From an optimization exercise on the open Yosys and OpenROAD flow, aimed at small area, a short achievable clock period and few clock cycles per item; shortcuts taken in it are not production practice. No functional check of the RTL was part of any run shown here. Power is estimated from default activity; no workload was simulated.

[flow/design.v]
module sps_eval (
    input  wire        clk,
    input  wire        rst,           
    input  wire        in_valid,
    output wire        in_ready,
    input  wire [58:0] disc_in,       
    input  wire [42:0] amul_in,       
    input  wire [15:0] pos_in,        
    input  wire [27:0] v0_in,         
    input  wire [30:0] tmul_in,       
    output reg         out_valid,
    output reg  [1:0]  err_out,       
    output wire [57:0] disc_out,      
    output wire [31:0] delta_out      
);
    localparam [1:0] E_OK    = 2'd0;
    localparam [1:0] E_RANGE = 2'd1;
    localparam [1:0] E_DIV0  = 2'd2;
    localparam [1:0] E_NEG   = 2'd3;
    localparam [1:0] P_IDLE = 2'd0;
    localparam [1:0] P_ADD  = 2'd1;
    localparam [1:0] P_SQRT = 2'd2;
    localparam [1:0] P_FULL = 2'd3;
    reg [1:0]  s1;
    reg [3:0]  c1;
    reg [57:0] rad;       
    reg [27:0] rem;       
    reg [28:0] root;      
    reg [15:0] pos1;
    reg [27:0] v01;
    reg [30:0] tmul1;
    reg        neg1, big1;
    reg        rdy;       
    assign in_ready = rdy;
    function [59:0] sq_step;              
        input [29:0] r;
        input [28:0] s;
        input [1:0]  t;
        reg   [31:0] rs;
        reg   [32:0] df;
        begin
            rs = {r, t};
            df = {1'b0, rs} - {2'b00, s[28:0], 2'b01};
            if (!df[32]) sq_step = {df[29:0], s[27:0], 1'b1};
            else         sq_step = {rs[29:0], s[27:0], 1'b0};
        end
    endfunction
    wire [60:0] d_ex;
    wire        d_co;
    add_bk #(61) u_dadd ({{3{root[15]}}, rad[57:0]}, {{18{root[14]}}, root[14:0], rem[27:0]}, 1'b0, d_ex, d_co);
    wire d_neg = d_ex[60];
    wire d_big = !d_ex[60] && d_ex[58];
    wire [57:0] d = d_ex[57:0];
    wire [59:0] a1 = sq_step(30'd0, 29'd0, d[57:56]);
    wire [59:0] a2 = sq_step(a1[59:29], a1[28:0], d[55:54]);
    wire [59:0] a3 = sq_step(a2[59:29], a2[28:0], d[53:52]);
    wire [32:0] sx  = {1'b0, rem, rad[57:54]};
    wire [32:0] nr3 = {{3{1'b1}}, ~root[26:0], 3'b111};
    wire [32:0] nr4 = {{2{1'b1}}, ~root[26:0], 4'b1100};
    wire [32:0] nr8 = {{2{1'b1}}, ~root[26:0], 4'b1000};
    wire [32:0] sd1 = sx + nr3;
    wire [32:0] sd2 = sx + nr4;
    wire [32:0] scs = sx ^ nr8 ^ nr3;
    wire [32:0] scc = (sx & nr8) | (sx & nr3) | (nr8 & nr3);
    wire [32:0] sd3 = scs + {scc[31:0], 1'b0};
    wire        sg1 = !sd1[32], sg2 = !sd2[32], sg3 = !sd3[32];
    wire [27:0] srem_nx = sg3 ? sd3[27:0] : sg2 ? sd2[27:0] : sg1 ? sd1[27:0] : sx[27:0];
    wire [28:0] root_nx = {root[26:0], sg2, sg3 | (sg1 & !sg2)};
    wire        side_take = (d_neg || d_big || pos1 == 16'd0) && !side_v;
    reg         side_v;
    reg  [57:0] side_d;
    reg  [1:0]  side_e;
    wire [29:0] vsum;
    wire        vs_co;
    add_bk #(30) u_vsum ({2'b00, v01}, {1'b0, root}, 1'b0, vsum, vs_co);
    wire        pz   = (pos1 == 16'd0);
    wire        div0 = (vsum[29:1] == 29'd0);
    always @(posedge clk) begin
        if (rst) begin
            s1  <= P_IDLE;
            rdy <= 1'b1;
        end else begin
            case (s1)
                P_ADD: begin
                    s1  <= side_take ? P_IDLE : P_SQRT;
                    rdy <= side_take;
                end
                P_SQRT: begin
                    if (c1 == 4'd12) s1 <= P_FULL;
                    rdy <= (c1 == 4'd12);
                end
                default: begin
                    s1  <= in_valid ? P_ADD : P_IDLE;
                    rdy <= !in_valid;
                end
            endcase
        end
        c1 <= (s1 == P_SQRT) ? c1 + 4'd1 : 4'd0;
        case (s1)
            P_ADD: begin
                rad  <= {d[51:0], d[57:52]};
                rem  <= a3[56:29];
                root <= a3[28:0];
                neg1 <= d_neg;
                big1 <= d_big;
            end
            P_SQRT: begin
                rad  <= {rad[53:0], rad[57:54]};
                rem  <= srem_nx;
                root <= root_nx;
            end
            default: begin
                rad  <= disc_in[57:0];
                rem  <= amul_in[27:0];
                root <= {13'd0, disc_in[58], amul_in[42:28]};
            end
        endcase
        if (s1 == P_ADD && side_take) begin
            side_d <= d;
            side_e <= d_neg ? E_NEG : d_big ? E_RANGE : E_OK;
        end
        if (in_ready) begin
            pos1  <= pos_in;
            v01   <= v0_in;
            tmul1 <= tmul_in;
        end
    end
    wire handoff = (s1 == P_FULL);
    reg        busy2;
    reg [3:0]  c2;
    reg [57:0] disc2;
    reg [28:0] q2;
    reg [28:0] drem;
    reg [30:0] tmul2;
    reg [55:0] acc;
    reg [1:0]  qb;
    reg        rerr;
    assign disc_out  = disc2;
    assign delta_out = acc[55:24];
    wire [31:0] dx1 = {1'b0, drem, 2'b01};
    wire [31:0] nq1 = {{3{1'b1}}, ~q2};
    wire [31:0] nq2 = {{2{1'b1}}, ~q2, 1'b1};
    wire [31:0] dcs = dx1 ^ nq1 ^ nq2;
    wire [31:0] dcc = (dx1 & nq1) | (dx1 & nq2) | (nq1 & nq2);
    wire [31:0] dd1, dd2, dd3;
    wire        dc1, dc2, dc3;
    add_bk #(32) u_dd1 (dx1, nq1, 1'b0, dd1, dc1);
    add_bk #(32) u_dd2 (dx1, nq2, 1'b0, dd2, dc2);
    add_bk #(32) u_dd3 (dcs, {dcc[30:0], 1'b1}, 1'b0, dd3, dc3);
    wire        dg1 = !dd1[31], dg2 = !dd2[31], dg3 = !dd3[31];
    wire [28:0] drem_nx = dg3 ? dd3[28:0] : dg2 ? dd2[28:0] : dg1 ? dd1[28:0] : {drem[26:0], 2'b00};
    wire [1:0]  dq_nx   = {dg2, dg3 | (dg1 & !dg2)};
    wire [55:0] ma  = {acc[53:0], 2'b00};
    wire [55:0] mb  = qb[1] ? {24'd0, tmul2, 1'b0} : 56'd0;
    wire [55:0] mc  = qb[0] ? {25'd0, tmul2} : 56'd0;
    wire [55:0] mcs = ma ^ mb ^ mc;
    wire [55:0] mcc = (ma & mb) | (ma & mc) | (mb & mc);
    wire [55:0] acc_nx;
    wire        acc_co;
    add_bk #(56) u_acc (mcs, {mcc[54:0], 1'b0}, 1'b0, acc_nx, acc_co);
    wire skip = neg1 | big1 | pz | div0;
    wire drain = side_v && !busy2;
    always @(posedge clk) begin
        if (rst) begin
            busy2     <= 1'b0;
            out_valid <= 1'b0;
            side_v    <= 1'b0;
        end else begin
            out_valid <= 1'b0;
            if (s1 == P_ADD && side_take)
                side_v <= 1'b1;
            else if (drain && !handoff)
                side_v <= 1'b0;
            if (handoff) begin
                busy2     <= !skip;
                out_valid <= skip;
            end else if (busy2 && c2 == 4'd13) begin
                busy2     <= 1'b0;
                out_valid <= 1'b1;
            end else if (drain) begin
                out_valid <= 1'b1;
            end
        end
        if (handoff) begin
            c2    <= 4'd0;
            disc2 <= (neg1 || big1) ? 58'd0 : rad;
            q2    <= vsum[29:1];
            drem  <= {3'd0, pos1, 10'd0};
            tmul2 <= tmul1;
            acc   <= 56'd0;
            qb    <= 2'b00;
            rerr  <= 1'b0;
            err_out <= neg1 ? E_NEG : big1 ? E_RANGE : pz ? E_OK : div0 ? E_DIV0 : E_OK;
        end else if (drain) begin
            disc2   <= side_e[0] ? 58'd0 : side_d;
            err_out <= side_e;
            acc     <= 56'd0;
        end else begin
            c2   <= c2 + 4'd1;
            drem <= drem_nx;
            qb   <= dq_nx;
            if (c2 == 4'd0 && dg2) begin
                rerr    <= 1'b1;
                err_out <= E_RANGE;
            end
            if (!rerr)
                acc <= acc_nx;
        end
    end
endmodule
module add_bk #(parameter W = 8) (
    input  wire [W-1:0] a,
    input  wire [W-1:0] b,
    input  wire         ci,
    output wire [W-1:0] y,
    output wire         co
);
    function integer lg2;
        input integer n;
        begin
            lg2 = 0;
            while ((1 << lg2) < n) lg2 = lg2 + 1;
        end
    endfunction
    localparam L = lg2(W);
    reg [W-1:0] g, p, px;
    integer i, k;
    always @* begin
        px = a ^ b;
        g  = a & b;
        g[0] = (a[0] & b[0]) | (px[0] & ci);
        p  = px;
        for (k = 0; k < L; k = k + 1) begin
            for (i = (2 << k) - 1; i < W; i = i + (2 << k)) begin
                g[i] = g[i] | (p[i] & g[i-(1<<k)]);
                p[i] = p[i] & p[i-(1<<k)];
            end
        end
        for (k = L - 1; k > 0; k = k - 1) begin
            for (i = 3*(1 << (k-1)) - 1; i < W; i = i + (1 << k)) begin
                g[i] = g[i] | (p[i] & g[i-(1<<(k-1))]);
                p[i] = p[i] & p[i-(1<<(k-1))];
            end
        end
    end
    assign y  = px ^ {g[W-2:0], ci};
    assign co = g[W-1];
endmodule
[flow/flow/run.sh]
#!/bin/bash
set -euo pipefail
export BUFFER_PORTS_ARGS="-buffer_cell sky130_fd_sc_hd__buf_1"
export SETUP_SLACK_MARGIN=5.0
bash standard.sh > standard_flow.log 2>&1
[flow/standard.sh]
#!/bin/bash
# synth_recipe.tcl (not shown) runs the flow's synth.tcl, then flattens the netlist and writes it again
# the make line also repeats each setting of config.mk as NAME=value (left out here)
make -C /OpenROAD-flow-scripts/flow DESIGN_CONFIG=/design/flow/config.mk WORK_HOME=/design/flow/orfs CLKGATE_MAP_FILE= SYNTH_SCRIPT=/design/flow/synth_recipe.tcl "${@:-finish}"
[flow/config.mk]
export PLATFORM = sky130hd
export DESIGN_NAME = sps_eval
export DESIGN_NICKNAME = sps_eval
export VERILOG_FILES = /design/flow/design.v
export SDC_FILE = /design/flow/constraint.sdc
export NUM_CORES = 4
export LEC_CHECK = 0
export CAP_MARGIN = 0
export CORE_MARGIN = 2
export CORE_UTILIZATION = 70
export CTS_BUF_LIST = sky130_fd_sc_hd__clkbuf_4 sky130_fd_sc_hd__clkbuf_8
export PLACE_DENSITY = 0.85
export SLEW_MARGIN = 0
[flow/constraint.sdc]
create_clock -name core_clock -period 10.0 [get_ports {clk}]
set_input_delay 2.0000 -clock core_clock [delete_from_list [all_inputs] [get_ports {clk}]]
set_output_delay 2.0000 -clock core_clock [all_outputs]
set_load 0.01 [all_outputs]
==> reports/qor.txt, run 1 <==
Worst-margin pin slew = 1190 ps
Initial antenna violation count = 5
Max Cap Viol = 0
Synth unique cells = 86
Crit path buffers/inverters = 2
Final period util = 0.555
Element type at the critical path end = flop
Seq cells post-synth = 474
Syn_area_per_cell = 10.2 sq um
Largest net degree at the start of global routing = 92
Static leakage = 0.0161 uW
Setup CP Type = reg2reg
Root buffer cell = clkbuf_8
Routed wire length = 111000 um
Utilization after layout = 0.804
Fin crit period = 5550 ps
Worst Skew = 39.5 ps
Final Slew Violations = 0
IO buf count = 273
Cell taking the most area after synthesis = edfxtp_1
R2r setup slk = 4450 ps
Top area cells in the synthesized netlist = edfxtp_1 (25%), dfxtp_1 (12%), ha_1 (12%), fa_1 (11%), a21oi_1 (3.1%)
Setup TNS = 0 ps
Post-synthesis sequential area ratio = 0.367
Synth Flop Type = edfxtp_1
Clk sink count = 474
Worst path slowest cell = dfxtp_4
FMAX = 0.180 GHz
Vias in the first global route = 29263
Relative slew margins = 0.208
Top delay family on crit path = compound AO/OA/AOI/OAI gates
EDFF count, synth = 273
Worst hold-check path type = reg2reg
Die Width = 222 um
Fin worst setup slack = 4450 ps
Routed vias/inst = 6.83
H-tree depth = 3
Worst vdd ir = 0.211 mV
DR iter-0 viols = 3558
Area Growth Syn to Fin = 12.9%
Warnings from Yosys = 5
Layout cell share with drive strength beyond 1 = 0.108
Die height = 222 um
Die ar. = 49300 sq um
Dpl ws = 3640 ps
All-layer global routing usage = 0.434
IO Count = 274
Drc violations = 0
Power, Total = 10200 uW
# fillers = 2682
Cell Pwr Density = 271 nW/um^2
Core ar. = 46800 sq um
Post-Place Cells = 4036
CTS tree = built
Synth top cells by count = ha_1 (319), edfxtp_1 (273), nor2_1 (254), nand2_1 (236), inv_1 (232)
Final Non-Filler Cells = 4242
Final hold vios = 0
Most numerous cell in the Yosys netlist = ha_1
Max Buffers Root-to-Sink = 3
Ys async rst share = 0
CTS buffer count = 81
Run status = complete, no violations
Wire per inst = 26.2 um
Worst path required time = 10630 ps
Cell repeated most along the worst path = nand2_1
DR pass1 iterations = 8
Critical Path Source Type = flop
Syn nets = 3949
Crit Path Max Fanout = 6
Unrepaired setup endpoints after global routing = yes
Worst EP arrival = 6180 ps
Grt total ovfl = 0
Setup violations, final = 0
CTS clock-pin slew for the worst setup and hold paths = 70 ps
Worst path max stage delay = 360 ps
Rows = 79
Final #Nets = 4237
DP Wirelength = 75100 um
Synth Instances = 3269
DR vias = 28971
Post-synth top area share = 0.246
Initial Util = 0.712
Mapped cell area = 33300 sq um
First-pass GRT wire length = 165000 um
Worst-Skew Late Latency = 730 ps
RePlAce Congestion = 1.02
Antenna Nets Post-Route = 0
==> metal layers <==
metal  share of wire  track usage  vias up  wire [um]
li1                -            -    12352          -
met1            0.36        0.526    13930      39500
met2            0.46        0.711     2068      51600
met3            0.10       0.0971      619      11400
met4           0.077        0.264        2       8540
met5        0.000099            0        -         11
==> cell usage in the layout (no fill, tap or decap), types with 19 or more instances in the layout <==
| cell | netlist | layout |
|---|---|---|
| xnor2_1 | 110 | 107 |
| fa_1 | 181 | 176 |
| a22oi_1 | 60 | 60 |
| o21ai_0 | 190 | 178 |
| o211ai_1 | 28 | 28 |
| buf_1 | 7 | 273 |
| and2_1 | 75 | 75 |
| mux2i_1 | 53 | 53 |
| nor3_1 | 37 | 35 |
| nand2b_1 | 25 | 25 |
| a21o_1 | 118 | 118 |
| buf_4 | 35 | 59 |
| dfxtp_2 | 0 | 19 |
| a22o_1 | 62 | 61 |
| o21bai_1 | 23 | 20 |
| nor2_1 | 254 | 244 |
| a211oi_1 | 21 | 19 |
| dfxtp_1 | 201 | 173 |
| clkbuf_8 | 0 | 98 |
| edfxtp_1 | 273 | 273 |
| nand3_1 | 29 | 29 |
| a21oi_1 | 206 | 192 |
| nand2_1 | 236 | 229 |
| xor2_1 | 76 | 74 |
| ha_1 | 319 | 308 |
| inv_1 | 232 | 227 |
| o21a_1 | 30 | 30 |
| clkbuf_4 | 0 | 26 |
| nand4_1 | 27 | 27 |
==> worst paths after layout <==
kind	from	depth (start not counted)	to
worst max register to register	rad[0]	29	rem[3]
worst max-delay path	rad[0]	29	rem[3]
worst min-delay path	tmul1[20]	0	tmul2[20]
worst min register to register	tmul1[20]	0	tmul2[20]
==> sequential cells by signal, indices dropped and copies added, names as in the netlist, 4 cells and up <==
register  count
acc          56
c1            4
c2            4
disc2        58
drem         29
pos1         16
q2           29
rad          58
rem          28
root         29
side_d       58
tmul1        31
tmul2        31
v01          28
==> layout make-up <==
cell class	count	area (sq um)	area share
repair buffers	342	1580	0.0420
inverters	233	883	0.0235
clock inverters	27	305	0.00812
clock buffers	124	1540	0.0411
well taps	607	759	0.0202
flip-flops and latches	474	12300	0.327
diodes	10	25.0	0.000665
multi-input cells	2425	20200	0.538
==> report_power, final <==
group	leakage (uW)	switching [uW]	internal (uW)
clock network	0.000985	910	1130
logic	0.0109	3030	2240
registers	0.00427	411	2470
==> timing repair <==
action | in CTS | in global routing
buffers inserted | 33 | 12
hold buffers | 0 | 0
gates resized for setup | 80 | 72
pin swaps | 48 | 48
endpoints found under the setup margin | 63 | 85
cloned | 0 | 0
endpoints found under the hold margin | 0 | 0
==> through the flow <==
step                hold slack (ps)  instance area (sq um)
floorplan                       400                  33500
global placement                401                  34800
detailed placement              405                  34800
CTS                             414                  37200
global route                    421                  37600
finish                          417                  37600
==> cell families after synthesis <==
group / count (synthesis) / synth area share
adders and majority gates: 500 / 0.229
xor gates and xnor gates: 186 / 0.0489
and+or+nand+nor: 777 / 0.108
AOI/OAI and AO/OA: 907 / 0.184
muxes: 55 / 0.0166
buffers and inverters: 370 / 0.0467
DFF: 474 / 0.367
==> inputs of run 2 (changes only) <==
--- a/flow/design.v
+++ b/flow/design.v
@@ -60,7 +60,9 @@
     wire [32:0] nr8 = {{2{1'b1}}, ~root[26:0], 4'b1000};
-    wire [32:0] sd1 = sx + nr3;
-    wire [32:0] sd2 = sx + nr4;
+    wire [32:0] sd1, sd2, sd3;
+    wire        sc1, sc2, sc3;
+    add_bk #(33) u_sd1 (sx, nr3, 1'b0, sd1, sc1);
+    add_bk #(33) u_sd2 (sx, nr4, 1'b0, sd2, sc2);
     wire [32:0] scs = sx ^ nr8 ^ nr3;
     wire [32:0] scc = (sx & nr8) | (sx & nr3) | (nr8 & nr3);
-    wire [32:0] sd3 = scs + {scc[31:0], 1'b0};
+    add_bk #(33) u_sd3 (scs, {scc[31:0], 1'b0}, 1'b0, sd3, sc3);
     wire        sg1 = !sd1[32], sg2 = !sd2[32], sg3 = !sd3[32];
==> run 2 against run 1 <==
Hold slack gained 4.0 ps. Sequential cell count is the same. Non-clock buffer count shrank 22. Power shrank 5.4%. Clock skew shrank 6.4 ps. Clock-buffer cell count shrank 7. First-iteration DRC count shrank 37%. Sequential share of layout area grew 0.93 points. Utilization shrank 1.7 points. Critical endpoint is now rem[17].
==> reports/qor.txt, run 2 <==
Die Width = 220 um (was 222 um)
Layout cell share with drive strength beyond 1 = 0.0874 (was 0.108)
Setup CP Type = reg2reg (unchanged)
Relative slew margins = 0.239 (was 0.208)
Most frequent cells in the layout = ha_1 (310), edfxtp_1 (273), buf_1 (273), inv_1 (233), fa_1 (214) (was ha_1 (308), edfxtp_1 (273), buf_1 (273), nor2_1 (244), nand2_1 (229))
EDFF count, synth = 273 (unchanged)
Switching share of total power = 0.419 (was 0.427)
Worst path max stage delay = 430 ps (was 360 ps)
Final #Nets = 4089 (was 4237)
DR iter-0 viols = 2229 (was 3558)
Clk pwr share = 0.196 (was 0.200)
Worst path slowest cell = fa_2 (was dfxtp_4)
Mapped cell area = 32700 sq um (was 33300 sq um)
Cell Pwr Density = 264 nW/um^2 (was 271 nW/um^2)
Fin worst setup slack = 4680 ps (was 4450 ps)
Final Slew Violations = 0 (unchanged)
Critical Path Source Type = flop (unchanged)
IO buf count = 273 (unchanged)
CTS tree = built (unchanged)
Rows = 79 (unchanged)
Worst path required time = 10540 ps (was 10630 ps)
Worst-margin pin slew = 1140 ps (was 1190 ps)
Worst EP arrival = 5860 ps (was 6180 ps)
Root buffer cell = clkbuf_8 (unchanged)
Fin crit period = 5320 ps (was 5550 ps)
Worst-Skew Late Latency = 680 ps (was 730 ps)
FMAX = 0.188 GHz (was 0.180 GHz)
Crit path buffers/inverters = 0 (was 2)
Syn nets = 3829 (was 3949)
Synth Instances = 3115 (was 3269)
Switching Power = 4040 uW (was 4350 uW)
Area Growth Syn to Fin = 11.4% (was 12.9%)
Final hold vios = 0 (unchanged)
Synth Flop Type = edfxtp_1 (unchanged)
Most numerous cell in the Yosys netlist = ha_1 (unchanged)
Initial Util = 0.706 (was 0.712)
First-pass GRT wire length = 145000 um (was 165000 um)
Seq cells post-synth = 474 (unchanged)
Routed wire length = 94700 um (was 111000 um)
Warnings from Yosys = 6 (was 5)
Worst Skew = 33.0 ps (was 39.5 ps)
Clk sink count = 474 (unchanged)
Max Buffers Root-to-Sink = 3 (unchanged)
DP Wirelength = 69400 um (was 75100 um)
Setup TNS = 0 ps (unchanged)
Antenna Nets Post-Route = 0 (unchanged)
Internal Power = 5600 uW (was 5830 uW)
Synth unique cells = 75 (was 86)
Largest net degree at the start of global routing = 88 (was 92)
Top area cells in the synthesized netlist = edfxtp_1 (25%), fa_1 (13%), dfxtp_1 (12%), ha_1 (12%), a21oi_1 (2.8%) (was edfxtp_1 (25%), dfxtp_1 (12%), ha_1 (12%), fa_1 (11%), a21oi_1 (3.1%))
Routed vias/inst = 6.46 (was 6.83)
Critical-path cell list = ha_4 > o211ai_1 > a21oi_4 > o41a_1 > a211o_4 > a21oi_4 > o21a_4 > nor3_4 > nor2_4 > o21a_1 > o21bai_2 > fa_2 > xor2_4 > nor2_2 > mux2i_1 > o21ai_1 > ha_1 > a21oi_2 > nand3_4 > and2_4 > a31oi_4 > nand2_2 > a21oi_1 > a2bb2oi_1
Die ar. = 48500 sq um (was 49300 sq um)
Final period util = 0.532 (was 0.555)
Wire per inst = 23.3 um (was 26.2 um)
Unrepaired setup endpoints after global routing = yes (unchanged)
Worst vdd ir = 0.417 mV (was 0.211 mV)
Seq pwr share = 0.297 (was 0.283)
Core ar. = 46400 sq um (was 46800 sq um)
CTS clock-pin slew for the worst setup and hold paths = 60 ps (was 70 ps)
IO Count = 274 (unchanged)
Top flop regs = disc2 x58, rad x58, side_d x58 (unchanged)
Syn_area_per_cell = 10.5 sq um (was 10.2 sq um)
Initial antenna violation count = 11 (was 5)
Synth top cells by count = ha_1 (317), edfxtp_1 (273), inv_1 (236), fa_1 (217), nor2_1 (214) (was ha_1 (319), edfxtp_1 (273), nor2_1 (254), nand2_1 (236), inv_1 (232))
Vias in the first global route = 26618 (was 29263)
All-layer global routing usage = 0.392 (was 0.434)
Logic gate share of total power = 0.508 (was 0.517)
Post-synthesis sequential area ratio = 0.373 (was 0.367)
CTS buffer count = 80 (was 81)
Max Cap Viol = 0 (unchanged)
Post-synth top area share = 0.250 (was 0.246)
Commonest non-fill, non-tap cell in the layout = ha_1 (unchanged)
Cell taking the most area after synthesis = edfxtp_1 (unchanged)
Drc violations = 0 (unchanged)
Grt total ovfl = 0 (unchanged)
Dpl ws = 3630 ps (was 3640 ps)
Die height = 220 um (was 222 um)
Crit Path Max Fanout = 6 (unchanged)
Cell repeated most along the worst path = a21oi_4 (was nand2_1)
Top delay family on crit path = compound AO/OA/AOI/OAI gates (unchanged)
Setup violations, final = 0 (unchanged)
RePlAce Congestion = 0.988 (was 1.02)
H-tree depth = 3 (unchanged)
Ys async rst share = 0 (unchanged)
DR pass1 iterations = 6 (was 8)
DR vias = 26210 (was 28971)
Worst hold-check path type = reg2reg (unchanged)
Element type at the critical path end = flop (unchanged)
Run status = complete, no violations (unchanged)
Static leakage = 0.0155 uW (was 0.0161 uW)
## run 2: changes by cell type after synthesis, sizes merged, moves of 10 or more
cell | previous run | this run
nor2 | 255 | 214
fa | 181 | 217
xnor2 | 110 | 81
a21o | 118 | 90
a21oi | 207 | 182
nand2 | 236 | 213
mux2i | 53 | 34
o21a | 30 | 49
a32oi | 3 | 19
o21ai | 198 | 182
a221o | 14 | 1
a22o | 62 | 74
mux2 | 2 | 12
## run 2: metal layers
layer	share of wire	global-route usage	vias to the layer above
met2	0.47	0.641	1392
met1	0.39	0.497	12821
met5	0.00038	0	-
met4	0.046	0.180	6
met3	0.094	0.0928	285
li1	-	-	11706
## run 2: worst reg2reg max path, delay by kind of cell, from the launching register on
| kind | cells | cell delay (ps) |
|---|---|---|
| simple gates | 6 | 720 |
| compound gates | 13 | 2700 |
| xor+xnor | 1 | 260 |
| mux | 1 | 140 |
| fa+ha+maj | 3 | 990 |
| flops | 1 | 400 |
## run 2: power groups by stage
| stage | Combinational (uW) | Sequential, uW | Clock [uW] |
|---|---|---|---|
| global placement | 4380 | 2860 | 0 |
| finish | 4890 | 2860 | 1880 |
| detailed placement | 4610 | 2880 | 0 |
| CTS | 4740 | 2840 | 1890 |
| global route | 5420 | 2890 | 1970 |
| floorplan | 3600 | 2710 | 0 |
## run 2: area by class of cell
class                   instances  area [sq um]
diodes                          9          22.5
clock buffers                 117          1430
clock inverters                32           294
fillers                      2968          9870
inverters                     238           896
multi-input cells            2261         19400
flip-flops and latches        474         12300
well taps                     607           759
repair buffers                320          1390
## run 2: worst paths after layout
path         slack, ps        to     start  depth (start not counted)
min                420  tmul2[3]  tmul1[3]                          0
max reg2reg       4680   rem[17]    rem[3]                         24
min reg2reg        420  tmul2[3]  tmul1[3]                          0
max               4680   rem[17]    rem[3]                         24
## run 2: what timing repair did
| action | CTS | global route |
|---|---|---|
| hold buffers | 0 | 0 |
| pin swaps | 19 | 17 |
| endpoints found under the setup margin | 59 | 104 |
| resized for setup | 32 | 45 |
| setup buffers | 16 | 10 |
| hold endpoints to repair | 0 | 0 |
## run 2: logic make-up (layout without fill, tap and decap cells)
logic type,Yosys count,after routing,share of synthesized area
flops,474,474,0.373
other cells,0,9,0
xor+xnor,154,154,0.0412
buf+inv,380,707,0.0476
mux,46,46,0.0145
fa+ha+maj,534,534,0.254
compound gates,848,848,0.174
simple gates,679,679,0.0956
## run 2: per-stage QoR
step	cells	power [uW]	hold slack (ps)	utilization	cell area, sq um
3_5_place_dp	3874	7490	406	0.739	34200
2_1_floorplan	3115	6320	400	-	32900
4_1_cts	4039	9480	420	0.781	36200
5_1_grt	4051	10300	427	0.787	36500
6_report	4058	9630	421	0.787	36500
3_3_place_gp	3874	7240	403	0.739	34200
==> inputs of run 3 (changes only) <==
--- a/flow/design.v
+++ b/flow/design.v
@@ -47,5 +47,3 @@
     endfunction
-    wire [60:0] d_ex;
-    wire        d_co;
-    add_bk #(61) u_dadd ({{3{root[15]}}, rad[57:0]}, {{18{root[14]}}, root[14:0], rem[27:0]}, 1'b0, d_ex, d_co);
+    wire signed [60:0] d_ex = {{2{root[15]}}, root[15], rad[57:0]} + {{18{root[14]}}, root[14:0], rem[27:0]};
     wire d_neg = d_ex[60];
@@ -60,9 +58,7 @@
     wire [32:0] nr8 = {{2{1'b1}}, ~root[26:0], 4'b1000};
-    wire [32:0] sd1, sd2, sd3;
-    wire        sc1, sc2, sc3;
-    add_bk #(33) u_sd1 (sx, nr3, 1'b0, sd1, sc1);
-    add_bk #(33) u_sd2 (sx, nr4, 1'b0, sd2, sc2);
+    wire [32:0] sd1 = sx + nr3;
+    wire [32:0] sd2 = sx + nr4;
     wire [32:0] scs = sx ^ nr8 ^ nr3;
     wire [32:0] scc = (sx & nr8) | (sx & nr3) | (nr8 & nr3);
-    add_bk #(33) u_sd3 (scs, {scc[31:0], 1'b0}, 1'b0, sd3, sc3);
+    wire [32:0] sd3 = scs + {scc[31:0], 1'b0};
     wire        sg1 = !sd1[32], sg2 = !sd2[32], sg3 = !sd3[32];
@@ -154,10 +150,10 @@
     wire [1:0]  dq_nx   = {dg2, dg3 | (dg1 & !dg2)};
-    wire [55:0] ma  = {acc[53:0], 2'b00};
-    wire [55:0] mb  = qb[1] ? {24'd0, tmul2, 1'b0} : 56'd0;
-    wire [55:0] mc  = qb[0] ? {25'd0, tmul2} : 56'd0;
-    wire [55:0] mcs = ma ^ mb ^ mc;
-    wire [55:0] mcc = (ma & mb) | (ma & mc) | (mb & mc);
-    wire [55:0] acc_nx;
-    wire        acc_co;
-    add_bk #(56) u_acc (mcs, {mcc[54:0], 1'b0}, 1'b0, acc_nx, acc_co);
+    wire [32:0] ma  = {acc[30:0], 2'b00};
+    wire [32:0] mb  = qb[1] ? {tmul2, 1'b0} : 33'd0;
+    wire [32:0] mc  = qb[0] ? {2'd0, tmul2} : 33'd0;
+    wire [32:0] mcs = ma ^ mb ^ mc;
+    wire [32:0] mcc = (ma & mb) | (ma & mc) | (mb & mc);
+    wire [33:0] mlo = {1'b0, mcs} + {mcc, 1'b0};
+    wire [22:0] mhi = acc[53:31] + 23'd1;
+    wire [55:0] acc_nx = {mlo[33] ? mhi : acc[53:31], mlo[32:0]};
     wire skip = neg1 | big1 | pz | div0;
==> run 3 against run 2 <==
Critical path type unchanged. Via count is 17% higher. Combinational power increased by 14%. Power rose by 7.6%.
==> reports/qor.txt, run 3 <==
Setup violations, final = 0 (unchanged)
Grt total ovfl = 0 (unchanged)
Initial Util = 0.705 (was 0.706)
Wire per inst = 25.2 um (was 23.3 um)
Setup CP Type = reg2reg (unchanged)
CP Depth = 24 (unchanged)
IO Count = 274 (unchanged)
Routed wire length = 113000 um (was 94700 um)
Unrepaired setup endpoints after global routing = yes (unchanged)
Crit path buffers/inverters = 1 (was 0)
Worst EP arrival = 5580 ps (was 5860 ps)
DP Wirelength = 81800 um (was 69400 um)
Final period util = 0.502 (was 0.532)
Cell taking the most area after synthesis = edfxtp_1 (unchanged)
# fillers = 3008 (was 2968)
Crit Path Max Fanout = 2 (was 6)
Layout cell share with drive strength beyond 1 = 0.0979 (was 0.0874)
R2r setup slk = 4980 ps (was 4680 ps)
DR iter-0 viols = 3562 (was 2229)
CTS tree = built (unchanged)
Commonest non-fill, non-tap cell in the layout = nand2_1 (was ha_1)
Syn_area_per_cell = 9.69 sq um (was 10.5 sq um)
Met2 routed WL = 52500 um (was 44900 um)
Most numerous cell in the Yosys netlist = ha_1 (unchanged)
EDFF count, synth = 273 (unchanged)
Relative slew margins = 0.264 (was 0.239)
DR pass1 iterations = 6 (unchanged)
Worst hold-check path type = reg2reg (unchanged)
Final hold vios = 0 (unchanged)
Power, Total = 10400 uW (was 9630 uW)
Cts hold-fix bufs = 0 (unchanged)
Critical-path cell list = clkinvlp_4 > fa_2 > nor2b_2 > o21ai_1 > a21boi_1 > o21ai_1 > a21boi_2 > o2111ai_2 > a2111oi_4 > o21ai_2 > a21oi_2 > o41ai_1 > o21ai_1 > nor4_2 > nor3_2 > fa_1 > nor4_4 > nand2_1 > nor3_2 > nand3_1 > nor2_2 > and3b_1 > o21ai_0 > nand2_1 (was ha_4 > o211ai_1 > a21oi_4 > o41a_1 > a211o_4 > a21oi_4 > o21a_4 > nor3_4 > nor2_4 > o21a_1 > o21bai_2 > fa_2 > xor2_4 > nor2_2 > mux2i_1 > o21ai_1 > ha_1 > a21oi_2 > nand3_4 > and2_4 > a31oi_4 > nand2_2 > a21oi_1 > a2bb2oi_1)
Worst path required time = 10560 ps (was 10540 ps)
Worst path max stage delay = 490 ps (was 430 ps)
Die Width = 225 um (was 220 um)
Cell Pwr Density = 270 nW/um^2 (was 264 nW/um^2)
All-layer global routing usage = 0.433 (was 0.392)
Max Buffers Root-to-Sink = 3 (unchanged)
Run status = complete, no violations (unchanged)
Warnings from Yosys = 3 (was 6)
Synth unique cells = 96 (was 75)
Top delay family on crit path = compound AO/OA/AOI/OAI gates (unchanged)
DR WL met3 = 12200 um (was 8920 um)
Max Cap Viol = 0 (unchanged)
Core ar. = 48600 sq um (was 46400 sq um)
RePlAce Congestion = 1.02 (was 0.988)
H-tree depth = 3 (unchanged)
Final #Nets = 4422 (was 4089)
Synth Instances = 3540 (was 3115)
CTS clock-pin slew for the worst setup and hold paths = 70 ps (was 60 ps)
Worst path slowest cell = fa_1 (was fa_2)
Critical Path Source Type = flop (unchanged)
Most frequent cells in the layout = nand2_1 (307), ha_1 (285), edfxtp_1 (273), buf_1 (273), a21oi_1 (259) (was ha_1 (310), edfxtp_1 (273), buf_1 (273), inv_1 (233), fa_1 (214))
Final Slew Violations = 0 (unchanged)
Final Non-Filler Cells = 4493 (was 4058)
Rows = 81 (was 79)
Seq cells post-synth = 474 (unchanged)
Setup TNS = 0 ps (unchanged)
Worst-Skew Late Latency = 710 ps (was 680 ps)
Post-synthesis sequential area ratio = 0.356 (was 0.373)
Synth top cells by count = ha_1 (312), nand2_1 (308), edfxtp_1 (273), a21oi_1 (265), o21ai_0 (260) (was ha_1 (317), edfxtp_1 (273), inv_1 (236), fa_1 (217), nor2_1 (214))
Fin crit period = 5020 ps (was 5320 ps)
Crit path capture = err_out[1] (was rem[17])
IO buf count = 273 (unchanged)
Root buffer cell = clkbuf_8 (unchanged)
Routed met1 length = 40200 um (was 36600 um)
Largest net degree at the start of global routing = 82 (was 88)
Worst Skew = 43.7 ps (was 33.0 ps)
Post-synth top area share = 0.239 (was 0.250)
Critical Path Source = root[1] (was rem[3])
Routed vias/inst = 6.81 (was 6.46)
Die ar. = 50800 sq um (was 48500 sq um)
CTS buffer count = 81 (was 80)
Ys async rst share = 0 (unchanged)
Worst vdd ir = 0.211 mV (was 0.417 mV)
Worst-margin pin slew = 1100 ps (was 1140 ps)
DR vias = 30586 (was 26210)
Antenna Nets Post-Route = 0 (unchanged)
Syn nets = 4170 (was 3829)
Element type at the critical path end = flop (unchanged)
First-pass GRT wire length = 168000 um (was 145000 um)
Post-Place Cells = 4288 (was 3874)
Initial antenna violation count = 13 (was 11)
Hold Worst Slack = 415 ps (was 421 ps)
Utilization after layout = 0.791 (was 0.787)
Static leakage = 0.0158 uW (was 0.0155 uW)
Top Layer Used = met5 (unchanged)
Area Growth Syn to Fin = 12.1% (was 11.4%)
Vias in the first global route = 29809 (was 26618)
R2r startpoint = root[1] (was rem[3])
Top flop regs = disc2 x58, rad x58, side_d x58 (unchanged)
Reg2reg end = err_out[1] (was rem[17])
FMAX = 0.199 GHz (was 0.188 GHz)
Clk sink count = 474 (unchanged)
Drc violations = 0 (unchanged)
Mapped cell area = 34300 sq um (was 32700 sq um)
Top area cells in the synthesized netlist = edfxtp_1 (24%), dfxtp_1 (12%), ha_1 (11%), fa_1 (8.1%), a21oi_1 (3.9%) (was edfxtp_1 (25%), fa_1 (13%), dfxtp_1 (12%), ha_1 (12%), a21oi_1 (2.8%))
Cell repeated most along the worst path = o21ai_1 (was a21oi_4)
Die height = 225 um (was 220 um)
FF-to-FF path depth = 24 (unchanged)
Synth Flop Type = edfxtp_1 (unchanged)
Min-Delay Startpoint = tmul1[3] (unchanged)
run 3: logic make-up after synthesis:
| family | count (synthesis) | synth area share |
|---|---|---|
| mux | 33 | 0.00988 |
| xor+xnor | 218 | 0.0556 |
| simple gates | 930 | 0.131 |
| buf+inv | 332 | 0.0409 |
| compound gates | 1103 | 0.212 |
| fa+ha+maj | 450 | 0.194 |
| flops | 474 | 0.356 |
run 3: stage by stage:
| stage | area [sq um] | setup slack, ps |
|---|---|---|
| after global placement | 35700 | 4360 |
| after detailed placement | 35700 | 4160 |
| after floorplan | 34400 | 5000 |
| after CTS | 37900 | 4910 |
| final | 38500 | 4980 |
| after global routing | 38400 | 4860 |
run 3: what timing repair did:
| item | CTS | global route |
|---|---|---|
| setup buffers | 19 | 21 |
| resized for setup | 54 | 91 |
| cloned | 0 | 3 |
| endpoints found under the setup margin | 71 | 128 |
| pin swaps | 20 | 37 |
run 3: metal layers:
| metal | vias up | track usage |
|---|---|---|
| met1 | 14525 | 0.518 |
| met2 | 2079 | 0.702 |
| met5 | - | 0 |
| met3 | 547 | 0.0997 |
| met4 | 6 | 0.281 |
| li1 | 13429 | - |
run 3: how the worst min path moves through the flow:
stage                end  slack [ps]  depth (start not counted)
4_1_cts         tmul2[3]         420                          0
5_1_grt        tmul2[12]         420                          0
2_1_floorplan   tmul2[0]         400                          0
3_3_place_gp   tmul2[11]         400                          0
3_5_place_dp    tmul2[3]         410                          0
6_report        tmul2[3]         410                          0
run 3: final cells by class:
class / instances / area (sq um) / share of cell area
antenna: 10 / 25.0 / 0.000651
timing repair buffer: 338 / 1570 / 0.0409
tap: 622 / 778 / 0.0202
clock inverter: 36 / 309 / 0.00804
multi-input combinational: 2736 / 21400 / 0.557
clock buffer: 116 / 1430 / 0.0371
inverter: 161 / 636 / 0.0165
sequential: 474 / 12300 / 0.319
run 3: where the power goes:
part | switching, uW | internal [uW]
Clock | 876 | 1040
Sequential | 413 | 2480
Combinational | 3230 | 2340
Total | 4520 | 5850
run 3: worst register-to-register path, cell delays in order (launching register included):
cell        delay [ps]
dfxtp_2            410
clkinvlp_4         150
fa_2               430
nor2b_2            150
o21ai_1            100
a21boi_1           160
o21ai_1            110
a21boi_2           210
o2111ai_2          200
a2111oi_4          410
o21ai_2            110
a21oi_2            180
o41ai_1            110
o21ai_1            220
nor4_2              80
nor3_2             200
fa_1               490
nor4_4             260
nand2_1            130
nor3_2             120
nand3_1            120
nor2_2             200
and3b_1            180
o21ai_0             70
nand2_1            100

-- separate check: timing with driven ports --
How much do the figures lean on ideal ports? The routed layouts below were timed once more, with nothing changed but the port constraints.
Step 1: set_driving_cell puts a clkbuf_16 on clk and a buf_2 on each other input, an assumption about the parent block.
Step 2 adds t to the input delays and takes it off the output delays; t is the mean of the earliest and latest rising clock arrival at the registers after step 1. Input paths then give back, and output paths get back, about the clock's delay inside the block.
Three values: ideal ports, drivers, drivers and shift; two values: the first two.
run	t, ns	setup WS [ns]	worst hold slack (ns)	worst setup path at the end	cell pins on the clock port's net
run 1	0.791	4.453 / 4.453 / 4.453	0.417 / 0.417 / 0.417	register to register	1
run 2	0.722	4.678 / 4.678 / 4.678	0.421 / 0.421 / 0.421	register to register	1
run 3	0.763	4.978 / 4.978 / 4.978	0.415 / 0.415 / 0.415	register to register	1
After both steps every run listed still meets setup and hold.
